From an optimization exercise on the open Yosys and OpenROAD flow, aimed at small area and few clock cycles; shortcuts taken in it are not production practice.
In this exercise RTL edits were held to simulation tests only and were not proved equivalent to the original.

==> flow/design.v <==
module crc16_x25_byte (
    input  wire [15:0] crc_in,
    input  wire [7:0]  data,
    output wire [15:0] crc_out
);
    wire [7:0]  x = crc_in[7:0] ^ data;
    wire [7:0]  t = x ^ {x[3:0], 4'b0000};
    assign crc_out = {8'h00, crc_in[15:8]} ^ {t, 8'h00} ^ {5'b00000, t, 3'b000} ^ {12'h000, t[7:4]};
endmodule
module hdlc_deframer (
    input  wire       clk,
    input  wire       rst,
    input  wire       rx_valid,
    output wire       rx_ready,
    input  wire [7:0] rx_data,
    input  wire       rx_clear,
    output wire       pl_valid,
    input  wire       pl_ready,
    output wire [7:0] pl_data,
    output wire       pl_end,
    output wire       pl_crc_ok,
    output wire       pl_abort
);
    localparam [7:0] FLAG = 8'h7E;
    localparam [7:0] ESC  = 8'h7D;
    reg        open;        
    reg        esc;         
    reg  [1:0] cnt;         
    reg  [7:0] d0;          
    reg  [7:0] d1;          
    reg [15:0] crc;         
    wire        is_flag = !rx_clear && (rx_data == FLAG);
    wire        is_byte = !rx_clear && !is_flag;
    wire        esc_in  = !esc && (rx_data == ESC);
    wire [7:0]  ubyte   = {rx_data[7:6], rx_data[5] ^ esc, rx_data[4:0]};
    wire        body    = open && (esc || cnt != 2'd0);
    wire        cnt1    = (cnt == 2'd1);
    wire        cnt2    = (cnt == 2'd2);
    wire emit = rx_clear ? body :
                is_flag  ? (body && !cnt1) :
                           (open && cnt2 && !esc_in);
    wire hold = is_flag && body && cnt[0];
    assign rx_ready  = !hold && (!emit || pl_ready);
    assign pl_valid  = rx_valid && emit;
    assign pl_data   = d0;
    assign pl_end    = rx_clear || (is_flag && !cnt[0]);
    assign pl_crc_ok = is_flag && cnt2 && !esc && (crc == 16'hF0B8);
    assign pl_abort  = rx_clear;
    wire        take = rx_valid && rx_ready;
    wire [15:0] crc_next;
    crc16_x25_byte u_crc (.crc_in(crc), .data(ubyte), .crc_out(crc_next));
    always @(posedge clk) begin
        if (rst) begin
            open <= 1'b0;
        end else if (take && rx_clear) begin
            open <= 1'b0;
        end else if (take && is_flag) begin
            open <= 1'b1;
        end
    end
    always @(posedge clk) begin
        if (take && is_flag) begin
            esc      <= 1'b0;
            cnt      <= 2'd0;
            crc      <= 16'hFFFF;
        end else if (take && is_byte) begin
            esc      <= esc_in;
            if (!esc_in) begin
                cnt <= {cnt[1] | cnt[0], !cnt[1] && !cnt[0]};
                crc <= crc_next;
                d0  <= d1;
                d1  <= ubyte;
            end
        end else if (rx_valid && hold) begin
            if (cnt1) begin
                d0  <= d1;
                cnt <= 2'd3;
            end else if (pl_ready) begin
                cnt <= 2'd2;
                esc <= 1'b1;
            end
        end
    end
endmodule
module hdlc_framer (
    input  wire       clk,
    input  wire       rst,
    input  wire       tx_valid,
    output wire       tx_ready,
    input  wire [7:0] tx_data,
    input  wire       tx_end,
    output wire       wire_valid,
    input  wire       wire_ready,
    output wire [7:0] wire_data
);
    localparam [1:0] S_IDLE  = 2'b00;   
    localparam [1:0] S_BODY  = 2'b01;   
    localparam [1:0] S_CRCH  = 2'b11;   
    localparam [1:0] S_CLOSE = 2'b10;   
    reg  [1:0] state;
    reg [15:0] crc;
    reg        esc_pend;    
    wire       dat   = (state == S_BODY) && !tx_end;
    wire       flag  = !state[0];
    wire [7:0] x     = dat ? tx_data : crc[7:0];
    wire [7:0] raw   = dat ? tx_data : ~crc[7:0];
    wire       special = (raw[7:2] == 6'b011111) && (raw[1] ^ raw[0]);
    wire       stuff = !flag && special && !esc_pend;
    assign wire_valid = tx_valid;
    assign wire_data  = {!flag && raw[7],
                         flag || raw[6],
                         flag || (!esc_pend && raw[5]),
                         flag || raw[4],
                         flag || raw[3],
                         flag || raw[2],
                         flag || (!stuff && raw[1]),
                         !flag && (stuff || raw[0])};
    assign tx_ready   = wire_ready && ((dat && !stuff) || state == S_CLOSE);
    wire       step = tx_valid && wire_ready;
    wire [15:0] crc_next;
    crc16_x25_byte u_crc (.crc_in(crc), .data(x), .crc_out(crc_next));
    always @(posedge clk) begin
        if (rst) begin
            state    <= S_IDLE;
            esc_pend <= 1'b0;
        end else if (step) begin
            if (flag) begin
                state <= state[1] ? S_IDLE : S_BODY;
            end else if (stuff) begin
                esc_pend <= 1'b1;
            end else begin
                esc_pend <= 1'b0;
                if (!dat)
                    state <= state[1] ? S_CLOSE : S_CRCH;
            end
        end
    end
    always @(posedge clk) begin
        if (step) begin
            if (state == S_IDLE)
                crc <= 16'hFFFF;
            else if (!flag && !stuff)
                crc <= crc_next;
        end
    end
endmodule
module hdlc_codec (
    input  wire       clk,
    input  wire       rst,
    input  wire       rx_valid,
    output wire       rx_ready,
    input  wire [7:0] rx_data,
    input  wire       rx_clear,
    output wire       pl_valid,
    input  wire       pl_ready,
    output wire [7:0] pl_data,
    output wire       pl_end,
    output wire       pl_crc_ok,
    output wire       pl_abort,
    input  wire       tx_valid,
    output wire       tx_ready,
    input  wire [7:0] tx_data,
    input  wire       tx_end,
    output wire       wire_valid,
    input  wire       wire_ready,
    output wire [7:0] wire_data
);
    hdlc_deframer u_deframer (
        .clk      (clk),
        .rst      (rst),
        .rx_valid (rx_valid),
        .rx_ready (rx_ready),
        .rx_data  (rx_data),
        .rx_clear (rx_clear),
        .pl_valid (pl_valid),
        .pl_ready (pl_ready),
        .pl_data  (pl_data),
        .pl_end   (pl_end),
        .pl_crc_ok(pl_crc_ok),
        .pl_abort (pl_abort)
    );
    hdlc_framer u_framer (
        .clk       (clk),
        .rst       (rst),
        .tx_valid  (tx_valid),
        .tx_ready  (tx_ready),
        .tx_data   (tx_data),
        .tx_end    (tx_end),
        .wire_valid(wire_valid),
        .wire_ready(wire_ready),
        .wire_data (wire_data)
    );
endmodule
clock: 4.0 ns
lec_check: 0
cap_margin: 20
core_margin: 2
core_utilization: 40
slew_margin: 20
standard.sh (not shown) runs the stock make flow with config.mk's settings and CLKGATE_MAP_FILE= SYNTH_SCRIPT=/design/flow/synth_recipe.tcl, a recipe that flattens the netlist after the stock synthesis.
==> flow/flow/run.sh <==
#!/bin/bash
# The standard layout, with the smallest buffer on the ports and a one-level clock tree.
set -euo pipefail
export BUFFER_PORTS_ARGS="-buffer_cell sky130_fd_sc_hd__buf_1"
export CTS_ARGS="-sink_clustering_enable -sink_clustering_size 100 -sink_clustering_max_diameter 500 -buf_list sky130_fd_sc_hd__clkbuf_8 -root_buf sky130_fd_sc_hd__clkbuf_8 -repair_clock_nets"
bash standard.sh > standard.log 2>&1
Testbench counts at the start, summed over its fixed seeds: cycles 48,770.
==> next run, changes <==
==> flow/flow/run.sh (replaced) <==
#!/bin/bash
# The standard layout, with the smallest buffer on the ports.
set -euo pipefail
export BUFFER_PORTS_ARGS="-buffer_cell sky130_fd_sc_hd__buf_1"
bash standard.sh > standard.log 2>&1
Outcome:
- global-route usage is unchanged
- die area does not change
- sequential share of layout area does not change
- wire length does not change
- core utilization does not change

-- afterwards: timing with drivers on the ports --
No port has a modelled driver above. Below, the same layouts with a new extraction and two added sets of constraints. Step 1 assumes that a clkbuf_16 drives the clock port and a buf_2 every other input. Step 2 moves the port delays by t, midway between the first and last clock arrival at a register: inputs arrive t later, outputs are due t later. That takes back most of the time a late clock gives input paths. Three values: no drivers, after step 1, after step 2; two values: the first two.
| run | t, ns | setup slack, ns | worst setup path after step 2 |
|---|---|---|---|
| the first run | 0.329 | 0.698 / 0.671 / 0.755 | input to output |
| the second run | 0.329 | 0.698 / 0.671 / 0.755 | input to output |
After both steps setup and hold are still met in every run listed.
